Source: an optimization exercise on an open RTL-to-GDS flow (aim: small area). Production flows keep margins and buffers that such runs may drop.
The RTL was checked by simulation tests, not by an equivalence proof against the original design.
Power and IR drop assume default switching activity.

$ cat run.sh
#!/bin/bash
# synth_recipe.tcl (not shown) runs the flow's synth.tcl, then flattens the netlist and writes it again
# the make line also repeats each setting of config.mk as NAME=value (left out here)
make -C /OpenROAD-flow-scripts/flow DESIGN_CONFIG=/design/flow/config.mk WORK_HOME=/design/flow/orfs CLKGATE_MAP_FILE= SYNTH_SCRIPT=/design/flow/synth_recipe.tcl finish
$ cat config.mk
export PLATFORM = sky130hd
export DESIGN_NAME = ts4231_ctrl
export DESIGN_NICKNAME = ts4231_ctrl
export VERILOG_FILES = /design/flow/design.v
export SDC_FILE = /design/flow/constraint.sdc
export NUM_CORES = 4
export LEC_CHECK = 0
export CAP_MARGIN = 20
export CORE_MARGIN = 2
export CORE_UTILIZATION = 40
export SLEW_MARGIN = 20
$ cat constraint.sdc
create_clock -name core_clock -period 10.0 [get_ports {clk}]
set_input_delay 2.0000 -clock core_clock [delete_from_list [all_inputs] [get_ports {clk}]]
set_output_delay 2.0000 -clock core_clock [all_outputs]
set_load 0.01 [all_outputs]
$ cat design.v
module ts4231_ctrl (
    input  wire        clk,
    input  wire        rst,
    input  wire        tick_us,
    input  wire        tick_ms,
    input  wire        cmd_valid,
    input  wire [18:0] cmd,
    input  wire        e_in,
    input  wire        d_in,
    output reg         e_oe,
    output reg         e_out,
    output reg         d_oe,
    output reg         d_out,
    output reg         busy,
    output reg         res_valid,
    output reg         res_ok,
    output reg  [2:0]  res_status,
    output reg  [2:0]  res_bus,
    output reg  [15:0] res_data,
    output reg         configured
);
    localparam [2:0] OP_SAMPLE = 3'd0, OP_WAIT  = 3'd1, OP_WRITE = 3'd2,
                     OP_READ   = 3'd3, OP_CONF  = 3'd4, OP_WATCH = 3'd5,
                     OP_SLEEP  = 3'd6;
    localparam [2:0] BS_IDLE = 3'd0, BS_SLEEP = 3'd1, BS_WATCH = 3'd2,
                     BS_CONFIG = 3'd3, BS_UNKNOWN = 3'd4;
    localparam [2:0] ST_BUS_FAIL = 3'd1, ST_VERIFY_FAIL = 3'd2,
                     ST_WATCH_FAIL = 3'd3, ST_CONFIG_PASS = 3'd4;
    localparam [8:0] T_VOTE = 9'd500, T_DRV = 9'd1, T_RECOVER = 9'd100;
    localparam [3:0] U_SETE  = 4'd0,   
                     U_SETD  = 4'd1,   
                     U_OEE   = 4'd2,   
                     U_OED   = 4'd3,   
                     U_DLY1  = 4'd4,   
                     U_DLY100= 4'd5,   
                     U_SHIFT = 4'd6,   
                     U_SAMP  = 4'd7,   
                     U_LOOP  = 4'd8,   
                     U_LDCNT = 4'd9,   
                     U_CLRRD = 4'd10,  
                     U_END   = 4'd11;
    localparam [6:0] W_HS     = 7'd0,
                     W_WRITE  = 7'd19,
                     W_READ   = 7'd45,
                     W_WAKE_S = 7'd80,
                     W_WAKE_C = 7'd90,
                     W_SLEEP  = 7'd101;
    localparam [4:0] S_IDLE     = 5'd0,
                     S_VOTE     = 5'd1,    
                     S_VOTE_DLY = 5'd2,    
                     S_VOTE_END = 5'd3,    
                     S_WAVE     = 5'd4,    
                     S_WAVE_DLY = 5'd5,    
                     S_WFL_CHK  = 5'd6,
                     S_WFL_RISE = 5'd7,
                     S_WFL_FALL = 5'd8,
                     S_CFG_CHK  = 5'd9,
                     S_CFG_RD   = 5'd10,
                     S_CFG_CMP  = 5'd11,
                     S_EW_START = 5'd12,
                     S_EW_CHK1  = 5'd13,
                     S_EW_VOTE2 = 5'd14,
                     S_EW_CHK2  = 5'd15,
                     S_ES_START = 5'd16,
                     S_ES_CHK1  = 5'd17,
                     S_ES_VOTE2 = 5'd18,
                     S_ES_CHK2  = 5'd19,
                     S_RD_DONE  = 5'd20,
                     S_SB_DONE  = 5'd21,
                     S_FINISH   = 5'd22,
                     S_CFG_VOTE = 5'd23;
    reg [4:0]  state;
    reg [4:0]  ret_state;      
    reg [15:0] arg;
    reg [15:0] shreg;
    reg [15:0] rdata;
    reg [6:0]  upc;
    reg [3:0]  loop_cnt;
    reg [8:0]  dly_cnt;        
    reg [1:0]  vote_n;         
    reg [1:0]  cnt0, cnt1, cnt2, cnt3;
    reg [2:0]  vote;           
    reg [16:0] elapsed_ms;     
    reg [11:0] uinst;
    always @(*) begin
        case (upc)
            7'd0:  uinst = {U_OED,   1'b0, 7'd0};
            7'd1:  uinst = {U_OEE,   1'b0, 7'd0};
            7'd2:  uinst = {U_SETD,  1'b0, 7'd0};
            7'd3:  uinst = {U_SETE,  1'b0, 7'd0};
            7'd4:  uinst = {U_OEE,   1'b1, 7'd0};
            7'd5:  uinst = {U_DLY1,  1'b0, 7'd0};
            7'd6:  uinst = {U_SETE,  1'b1, 7'd0};
            7'd7:  uinst = {U_DLY1,  1'b0, 7'd0};
            7'd8:  uinst = {U_SETE,  1'b0, 7'd0};
            7'd9:  uinst = {U_DLY1,  1'b0, 7'd0};
            7'd10: uinst = {U_SETE,  1'b1, 7'd0};
            7'd11: uinst = {U_DLY1,  1'b0, 7'd0};
            7'd12: uinst = {U_OED,   1'b1, 7'd0};
            7'd13: uinst = {U_DLY1,  1'b0, 7'd0};
            7'd14: uinst = {U_SETD,  1'b1, 7'd0};
            7'd15: uinst = {U_DLY1,  1'b0, 7'd0};
            7'd16: uinst = {U_OEE,   1'b0, 7'd0};
            7'd17: uinst = {U_OED,   1'b0, 7'd0};
            7'd18: uinst = {U_END,   1'b0, 7'd0};
            7'd19: uinst = {U_SETE,  1'b1, 7'd0};
            7'd20: uinst = {U_SETD,  1'b1, 7'd0};
            7'd21: uinst = {U_OEE,   1'b1, 7'd0};
            7'd22: uinst = {U_OED,   1'b1, 7'd0};
            7'd23: uinst = {U_DLY1,  1'b0, 7'd0};
            7'd24: uinst = {U_SETD,  1'b0, 7'd0};
            7'd25: uinst = {U_DLY1,  1'b0, 7'd0};
            7'd26: uinst = {U_SETE,  1'b0, 7'd0};
            7'd27: uinst = {U_DLY1,  1'b0, 7'd0};
            7'd28: uinst = {U_LDCNT, 1'b0, 7'd15};
            7'd29: uinst = {U_SHIFT, 1'b0, 7'd0};    
            7'd30: uinst = {U_DLY1,  1'b0, 7'd0};
            7'd31: uinst = {U_SETE,  1'b1, 7'd0};
            7'd32: uinst = {U_DLY1,  1'b0, 7'd0};
            7'd33: uinst = {U_SETE,  1'b0, 7'd0};
            7'd34: uinst = {U_DLY1,  1'b0, 7'd0};
            7'd35: uinst = {U_LOOP,  1'b0, 7'd29};
            7'd36: uinst = {U_SETD,  1'b0, 7'd0};    
            7'd37: uinst = {U_DLY1,  1'b0, 7'd0};
            7'd38: uinst = {U_SETE,  1'b1, 7'd0};
            7'd39: uinst = {U_DLY1,  1'b0, 7'd0};
            7'd40: uinst = {U_SETD,  1'b1, 7'd0};
            7'd41: uinst = {U_DLY1,  1'b0, 7'd0};
            7'd42: uinst = {U_OEE,   1'b0, 7'd0};
            7'd43: uinst = {U_OED,   1'b0, 7'd0};
            7'd44: uinst = {U_END,   1'b0, 7'd0};
            7'd45: uinst = {U_CLRRD, 1'b0, 7'd0};
            7'd46: uinst = {U_SETE,  1'b1, 7'd0};
            7'd47: uinst = {U_SETD,  1'b1, 7'd0};
            7'd48: uinst = {U_OEE,   1'b1, 7'd0};
            7'd49: uinst = {U_OED,   1'b1, 7'd0};
            7'd50: uinst = {U_DLY1,  1'b0, 7'd0};
            7'd51: uinst = {U_SETD,  1'b0, 7'd0};
            7'd52: uinst = {U_DLY1,  1'b0, 7'd0};
            7'd53: uinst = {U_SETE,  1'b0, 7'd0};
            7'd54: uinst = {U_DLY1,  1'b0, 7'd0};
            7'd55: uinst = {U_SETD,  1'b1, 7'd0};
            7'd56: uinst = {U_DLY1,  1'b0, 7'd0};
            7'd57: uinst = {U_SETE,  1'b1, 7'd0};
            7'd58: uinst = {U_DLY1,  1'b0, 7'd0};
            7'd59: uinst = {U_OED,   1'b0, 7'd0};
            7'd60: uinst = {U_DLY1,  1'b0, 7'd0};
            7'd61: uinst = {U_SETE,  1'b0, 7'd0};
            7'd62: uinst = {U_DLY1,  1'b0, 7'd0};
            7'd63: uinst = {U_LDCNT, 1'b0, 7'd14};
            7'd64: uinst = {U_SETE,  1'b1, 7'd0};    
            7'd65: uinst = {U_DLY1,  1'b0, 7'd0};
            7'd66: uinst = {U_SAMP,  1'b0, 7'd0};
            7'd67: uinst = {U_SETE,  1'b0, 7'd0};
            7'd68: uinst = {U_DLY1,  1'b0, 7'd0};
            7'd69: uinst = {U_LOOP,  1'b0, 7'd64};
            7'd70: uinst = {U_SETD,  1'b0, 7'd0};    
            7'd71: uinst = {U_OED,   1'b1, 7'd0};
            7'd72: uinst = {U_DLY1,  1'b0, 7'd0};
            7'd73: uinst = {U_SETE,  1'b1, 7'd0};
            7'd74: uinst = {U_DLY1,  1'b0, 7'd0};
            7'd75: uinst = {U_SETD,  1'b1, 7'd0};
            7'd76: uinst = {U_DLY1,  1'b0, 7'd0};
            7'd77: uinst = {U_OEE,   1'b0, 7'd0};
            7'd78: uinst = {U_OED,   1'b0, 7'd0};
            7'd79: uinst = {U_END,   1'b0, 7'd0};
            7'd80: uinst = {U_SETD,  1'b1, 7'd0};
            7'd81: uinst = {U_OED,   1'b1, 7'd0};
            7'd82: uinst = {U_SETE,  1'b0, 7'd0};
            7'd83: uinst = {U_OEE,   1'b1, 7'd0};
            7'd84: uinst = {U_SETD,  1'b0, 7'd0};
            7'd85: uinst = {U_OED,   1'b0, 7'd0};
            7'd86: uinst = {U_SETE,  1'b1, 7'd0};
            7'd87: uinst = {U_OEE,   1'b0, 7'd0};
            7'd88: uinst = {U_DLY100,1'b0, 7'd0};
            7'd89: uinst = {U_END,   1'b0, 7'd0};
            7'd90: uinst = {U_SETE,  1'b1, 7'd0};
            7'd91: uinst = {U_OEE,   1'b1, 7'd0};
            7'd92: uinst = {U_SETD,  1'b1, 7'd0};
            7'd93: uinst = {U_OED,   1'b1, 7'd0};
            7'd94: uinst = {U_SETE,  1'b0, 7'd0};
            7'd95: uinst = {U_SETD,  1'b0, 7'd0};
            7'd96: uinst = {U_OED,   1'b0, 7'd0};
            7'd97: uinst = {U_SETE,  1'b1, 7'd0};
            7'd98: uinst = {U_OEE,   1'b0, 7'd0};
            7'd99: uinst = {U_DLY100,1'b0, 7'd0};
            7'd100: uinst = {U_END,   1'b0, 7'd0};
            7'd101: uinst = {U_SETE,  1'b0, 7'd0};
            7'd102: uinst = {U_OEE,   1'b1, 7'd0};
            7'd103: uinst = {U_DLY1,  1'b0, 7'd0};
            7'd104: uinst = {U_OEE,   1'b0, 7'd0};
            7'd105: uinst = {U_DLY1,  1'b0, 7'd0};
            7'd106: uinst = {U_END,   1'b0, 7'd0};
            default: uinst = {U_END, 1'b0, 7'd0};
        endcase
    end
    wire [3:0]  ukind  = uinst[11:8];
    wire        uval   = uinst[7];
    wire [6:0]  uarg   = uinst[6:0];
    wire [1:0]  bucket = {e_in, d_in};
    reg [2:0] vote_class;
    always @(*) begin
        if      (cnt0 >= 2'd2) vote_class = BS_IDLE;
        else if (cnt1 >= 2'd2) vote_class = BS_SLEEP;
        else if (cnt2 >= 2'd2) vote_class = BS_WATCH;
        else if (cnt3 >= 2'd2) vote_class = BS_CONFIG;
        else                   vote_class = BS_UNKNOWN;
    end
    wire timed_out = (elapsed_ms > {1'b0, arg});
    always @(posedge clk) begin
        if (rst) begin
            state      <= S_IDLE;
            ret_state  <= S_IDLE;
            busy       <= 1'b0;
            res_valid  <= 1'b0;
            configured <= 1'b0;
            e_oe       <= 1'b0;
            d_oe       <= 1'b0;
        end else begin
            case (state)
            S_IDLE: begin
                if (cmd_valid && cmd[18:16] != 3'd7) begin
                    arg       <= cmd[15:0];
                    busy      <= 1'b1;
                    res_valid <= 1'b0;
                    case (cmd[18:16])
                        OP_SAMPLE: begin
                            state <= S_VOTE; vote_n <= 2'd0;
                            cnt0 <= 0; cnt1 <= 0; cnt2 <= 0; cnt3 <= 0;
                            ret_state <= S_SB_DONE;
                        end
                        OP_WAIT: begin
                            state <= S_VOTE; vote_n <= 2'd0;
                            cnt0 <= 0; cnt1 <= 0; cnt2 <= 0; cnt3 <= 0;
                            ret_state <= S_WFL_CHK;
                        end
                        OP_WRITE: begin
                            shreg <= cmd[15:0];
                            upc   <= W_WRITE;
                            state <= S_WAVE;
                            ret_state <= S_FINISH;
                        end
                        OP_READ: begin
                            upc   <= W_READ;
                            state <= S_WAVE;
                            ret_state <= S_RD_DONE;
                        end
                        OP_CONF: begin
                            configured <= 1'b0;
                            upc   <= W_HS;
                            state <= S_WAVE;
                            ret_state <= S_CFG_VOTE;
                        end
                        OP_WATCH: state <= S_EW_START;
                        default:  state <= S_ES_START;    
                    endcase
                end
            end
            S_VOTE: begin
                case (bucket)
                    2'd0: cnt0 <= cnt0 + 2'd1;
                    2'd1: cnt1 <= cnt1 + 2'd1;
                    2'd2: cnt2 <= cnt2 + 2'd1;
                    default: cnt3 <= cnt3 + 2'd1;
                endcase
                dly_cnt <= 9'd0;
                state   <= S_VOTE_DLY;
            end
            S_VOTE_DLY: begin
                if (tick_us) begin
                    if (dly_cnt == T_VOTE) begin
                        if (vote_n == 2'd2) begin
                            state <= S_VOTE_END;
                        end else begin
                            vote_n <= vote_n + 2'd1;
                            state  <= S_VOTE;
                        end
                    end else begin
                        dly_cnt <= dly_cnt + 9'd1;
                    end
                end
            end
            S_VOTE_END: begin
                vote  <= vote_class;
                state <= ret_state;
            end
            S_WAVE: begin
                upc <= upc + 7'd1;
                case (ukind)
                    U_SETE:  e_out <= uval;
                    U_SETD:  d_out <= uval;
                    U_OEE:   e_oe  <= uval;
                    U_OED:   d_oe  <= uval;
                    U_DLY1, U_DLY100: begin
                        dly_cnt <= 9'd0;
                        upc     <= upc;
                        state   <= S_WAVE_DLY;
                    end
                    U_SHIFT: begin
                        shreg <= {shreg[14:0], 1'b0};
                        d_out <= shreg[14];
                    end
                    U_SAMP:  rdata <= {rdata[14:0], d_in};
                    U_LOOP: begin
                        loop_cnt <= loop_cnt - 4'd1;
                        if (loop_cnt != 4'd1) upc <= uarg;
                    end
                    U_LDCNT: loop_cnt <= uarg[3:0];
                    U_CLRRD: rdata <= 16'd0;
                    default: state <= ret_state;    
                endcase
            end
            S_WAVE_DLY: begin
                if (tick_us) begin
                    if (dly_cnt == ((ukind == U_DLY100) ? T_RECOVER : T_DRV)) begin
                        upc   <= upc + 7'd1;
                        state <= S_WAVE;
                    end else begin
                        dly_cnt <= dly_cnt + 9'd1;
                    end
                end
            end
            S_SB_DONE: begin
                res_bus <= vote;
                state   <= S_FINISH;
            end
            S_RD_DONE: begin
                res_data <= rdata;
                state    <= S_FINISH;
            end
            S_WFL_CHK: begin
                elapsed_ms <= 17'd0;
                if (vote != BS_IDLE) begin
                    res_ok <= 1'b1;
                    state  <= S_FINISH;
                end else begin
                    state <= S_WFL_RISE;
                end
            end
            S_WFL_RISE: begin
                if (tick_ms) elapsed_ms <= elapsed_ms + 17'd1;
                if (d_in) begin
                    state <= S_WFL_FALL;
                end else if (timed_out) begin
                    res_ok <= 1'b0;
                    state  <= S_FINISH;
                end
            end
            S_WFL_FALL: begin
                if (tick_ms) elapsed_ms <= elapsed_ms + 17'd1;
                if (!d_in) begin
                    res_ok <= 1'b1;
                    state  <= S_FINISH;
                end else if (timed_out) begin
                    res_ok <= 1'b0;
                    state  <= S_FINISH;
                end
            end
            S_CFG_VOTE: begin
                state <= S_VOTE; vote_n <= 2'd0;
                cnt0 <= 0; cnt1 <= 0; cnt2 <= 0; cnt3 <= 0;
                ret_state <= S_CFG_CHK;
            end
            S_CFG_CHK: begin
                if (vote != BS_CONFIG) begin
                    res_status <= ST_BUS_FAIL;
                    state      <= S_FINISH;
                end else begin
                    shreg     <= arg;
                    upc       <= W_WRITE;
                    state     <= S_WAVE;
                    ret_state <= S_CFG_RD;
                end
            end
            S_CFG_RD: begin
                upc       <= W_READ;
                state     <= S_WAVE;
                ret_state <= S_CFG_CMP;
            end
            S_CFG_CMP: begin
                if (rdata != arg) begin
                    res_status <= ST_VERIFY_FAIL;
                    state      <= S_FINISH;
                end else begin
                    configured <= 1'b1;
                    state      <= S_EW_START;
                end
            end
            S_EW_START: begin
                if (!configured) begin
                    res_ok <= 1'b0;
                    state  <= S_FINISH;
                end else begin
                    state <= S_VOTE; vote_n <= 2'd0;
                    cnt0 <= 0; cnt1 <= 0; cnt2 <= 0; cnt3 <= 0;
                    ret_state <= S_EW_CHK1;
                end
            end
            S_EW_CHK1: begin
                case (vote)
                    BS_SLEEP: begin
                        upc <= W_WAKE_S; state <= S_WAVE; ret_state <= S_EW_VOTE2;
                    end
                    BS_CONFIG: begin
                        upc <= W_WAKE_C; state <= S_WAVE; ret_state <= S_EW_VOTE2;
                    end
                    BS_WATCH: begin
                        res_ok     <= 1'b1;
                        res_status <= ST_CONFIG_PASS;
                        state      <= S_FINISH;
                    end
                    default: begin
                        res_ok     <= 1'b0;
                        res_status <= ST_WATCH_FAIL;
                        state      <= S_FINISH;
                    end
                endcase
            end
            S_EW_VOTE2: begin
                state <= S_VOTE; vote_n <= 2'd0;
                cnt0 <= 0; cnt1 <= 0; cnt2 <= 0; cnt3 <= 0;
                ret_state <= S_EW_CHK2;
            end
            S_EW_CHK2: begin
                res_ok     <= (vote == BS_WATCH);
                res_status <= (vote == BS_WATCH) ? ST_CONFIG_PASS : ST_WATCH_FAIL;
                state      <= S_FINISH;
            end
            S_ES_START: begin
                if (!configured) begin
                    res_ok <= 1'b0;
                    state  <= S_FINISH;
                end else begin
                    state <= S_VOTE; vote_n <= 2'd0;
                    cnt0 <= 0; cnt1 <= 0; cnt2 <= 0; cnt3 <= 0;
                    ret_state <= S_ES_CHK1;
                end
            end
            S_ES_CHK1: begin
                case (vote)
                    BS_WATCH: begin
                        upc <= W_SLEEP; state <= S_WAVE; ret_state <= S_ES_VOTE2;
                    end
                    BS_SLEEP: begin
                        res_ok <= 1'b1;
                        state  <= S_FINISH;
                    end
                    default: begin
                        res_ok <= 1'b0;
                        state  <= S_FINISH;
                    end
                endcase
            end
            S_ES_VOTE2: begin
                state <= S_VOTE; vote_n <= 2'd0;
                cnt0 <= 0; cnt1 <= 0; cnt2 <= 0; cnt3 <= 0;
                ret_state <= S_ES_CHK2;
            end
            S_ES_CHK2: begin
                res_ok <= (vote == BS_SLEEP);
                state  <= S_FINISH;
            end
            S_FINISH: begin
                busy      <= 1'b0;
                res_valid <= 1'b1;
                state     <= S_IDLE;
            end
            default: state <= S_IDLE;
            endcase
        end
    end
endmodule
==> impl_results.md <==
- Share of cells above drive strength 1: 9.67%
- Worst-path maximum fanout: 23
- Most common cell after layout, fill and taps aside: edfxtp_1
- Worst Path Buf+Inv: 3
- Synthesized area per cell: 9.61 um2
- Core area: 22800 um2
- Die height: 157 um
- Reg2Reg Setup Slack: 5.53 ns
- Final Setup Violations: 0
- #FFs+latches synth: 147
- Antenna violations before repair: 0
- Max Freq: 0.174 GHz
- Placed cell areas: 10200 um2
- Period utilization: 57.4%
- DR vias: 7578
- Std cell rows: 55
- Max clock buf depth: 2
- Crit start category: input pin
- Slowest CP cell: clkdlybuf4s50_1
- Root Driver: clkbuf_16
- Pwr dens: 269 nW/um2
- Status: complete, no violations
- CP delay by family, top: compound AO/OA/AOI/OAI gates
- GRT overflow: 0
- RSZ-0062 raised after global routing: false
- Vias in the first global route: 7243
- WL final: 25200 um
- Hold endpoint: busy
- Syn_nets: 1038
- Reg2Reg Depth: 15
- Hold WC Path Type: reg -> reg
- Worst hold stages: 2
- Hold Path Origin: busy
- Arr. time, crit path: 6.05 ns
- Synth Flop Type: edfxtp_1
- Critical-path cell list: clkdlybuf4s50_1 -> nor2b_1 -> a21oi_1 -> a221o_1 -> a211oi_4 -> nand2_4 -> clkinv_4 -> mux2i_2 -> inv_2 -> ha_1 -> mux2i_1 -> nor2_1 -> a2111oi_2 -> a221oi_2
- Die outline area: 24600 um2
- Max_cap viols: 0
- P_leak: 3.94 nW
- Design Area, Final: 10800 um2
- Via density: 5.67
- Slew @ Worst Pin: 0.944 ns
- Wire length per cell: 18.8 um
- Commonest cells after routing, fill and taps aside: edfxtp_1, nor2_1, nand2_1, clkdlybuf4s50_1, a21oi_1
- CTS Buf Count: 17
- Initial Util: 41.0%
- Initial DRT Pass Iterations: 5
- N_diodes: 0
- Library cells used by synthesis: 93
- Die Wd: 157 um
- Register area share after synthesis: 44.6%
- CTS tree: yes
- Largest net degree at the start of global routing: 39
- Slew Viols, Final: 0
- Mapped Cells: 971
- Clk slew on worst S/H paths: 0.07 ns
- Skew final: 0.00942 ns
- DRC Markers: 0
- Delay of the slowest critical-path stage: 0.72 ns
- Maximum vdd drop: 0.154 mV
- Hold-fix buffer count after cts: 0
- Fin. Hold Viols: 0
- Relative slew slack: 37.0%
- YS warnings: 1
- # port buffers: 55
- H-tree depth: 4
- Critical R2R Launch: state[2]
- All-Layer GR Usage: 20.8%
- Ports: 56
- Post-CTS Resized: 0
- Setup TNS: 0 ns
- Required time worst endpoint: 10.30 ns
- Final #Nets: 1078
- Ys async rst share: 0%
- Cell Area, Synth: 9330 um2
- Fin crit period: 5.74 ns
- CP Capture Type: flop
- Gpl congestion: 0.962
- # clock sinks: 147
- Clk Latency, worst-skew pair: 0.43 ns
- First-pass GRT wire length: 39600 um
- Post-DP HPWL: 18000 um
- Antenna-violating nets left: 0
- Reg-to-Reg End: uinst[8]
- Initial DRC count: 629
- Area grow syn2layout: 16.0%
- EDFF count, synth: 122
- Core Util, Final: 47.5%
- Post-CTS Setup Repair Bufs: 0
- Critical path type: in -> reg
-- area by class of cell --
class                      count  area [um2]
inverter                      42         168
clock buffer                  18         429
sequential                   147        4160
timing repair buffer          71         671
clock inverter                14         226
fill                        2156       12000
multi-input combinational    732        4780
tap                          313         392
-- cell usage after synthesis (all sizes together), types with 28 or more instances --
library cell	instances	area share, %
nor2	115	4.6
edfxtp	122	39
ha	41	5.5
nand2	111	4.6
nor2b	28	1.9
a21oi	58	3.3
inv	40	1.7
nor3	33	1.8
o21ai	34	1.8
xor2	31	2.9
-- tightest hold or removal path, stage by stage, from the launching register on --
cell,delay [ns]
dfxtp_1,0.31
nand2_1,0.05
a21oi_1,0.05
-- how the worst max path moves through the flow --
stage | from | to | slack [ns] | cells after the start
CTS | cmd[18] | uinst[8] | 4.35 | 14
global route | cmd[17] | uinst[8] | 3.97 | 14
global placement | cmd[18] | uinst[8] | 4.04 | 14
floorplan | cmd[17] | uinst[8] | 5.05 | 15
finish | cmd[17] | uinst[8] | 4.26 | 14
detailed placement | cmd[17] | uinst[8] | 3.90 | 14
-- sequential cells by signal, indices dropped and copies added (netlist names), 2 cells and up --
signal,cells
vote,3
arg,16
res_data,16
res_status,3
ret_state,5
res_bus,3
upc,7
cnt0,2
cnt2,2
rdata,16
dly_cnt,9
vote_n,2
cnt1,2
loop_cnt,4
state,5
elapsed_ms,17
shreg,15
uinst,10
cnt3,2
-- logic make-up (layout without fill, tap and decap cells) --
| logic type | count (synthesis) | count (layout) | share of synthesized area [%] |
|---|---|---|---|
| flops | 147 | 147 | 44.6 |
| buf+inv | 92 | 145 | 4.44 |
| fa+ha+maj | 41 | 41 | 5.50 |
| xor+xnor | 47 | 47 | 4.41 |
| mux | 18 | 18 | 2.23 |
| simple gates | 402 | 402 | 21.7 |
| compound gates | 224 | 224 | 17.1 |
-- power by group --
group          total, mW  leakage [nW]  internal [mW]  switching [mW]
combinational       1.29          2.30          0.457           0.837
sequential         0.901          1.32          0.795           0.106
clock              0.721         0.323          0.448           0.273
total               2.92          3.94           1.70            1.22
-- per-stage QoR --
stage	std cells	hold WS (ns)	setup WS, ns	total power, mW
2_1_floorplan	971	0.433	5.05	1.87
3_3_place_gp	1305	0.449	4.04	2.19
3_5_place_dp	1305	0.450	3.90	2.18
4_1_cts	1337	0.459	4.35	2.90
5_1_grt	1337	0.477	3.97	3.08
6_report	1337	0.455	4.26	2.92
-- routing by layer --
metal  up-vias  GRT usage [%]  wire, um
met4         0           9.35       831
met3        61           3.63      1480
met1      3564           28.3     11400
li1       3651              -         -
met5         -              0         0
met2       302           32.5     11500

==> what the ideal ports hide <==
In the flow no input, the clock included, has a driving cell. The finished layout below was timed again as built, in two steps.
Step 1: set_driving_cell puts a clkbuf_16 on clk and a buf_2 on each other input, an assumption about the parent block.
Step 2, shift: input delay + t, output delay - t, t = (earliest + latest rising clock arrival at the registers) / 2. This alone moves slack from input paths to output paths.
Slacks: ideal ports / drivers / drivers and shift; pairs: ideal ports / drivers.
t, ns: 0.476
slack for setup (ns): 4.258 / 4.238 / 3.762
worst hold slack (ns): 0.455 / 0.455 / 0.455
clock arrival spread, ns: 0.010 / 0.011
pins driven straight from the clock port: 1
After both steps this run still meets setup and hold. The setup slack of this run moves by -0.020 ns with the drivers and by -0.496 ns with both steps.
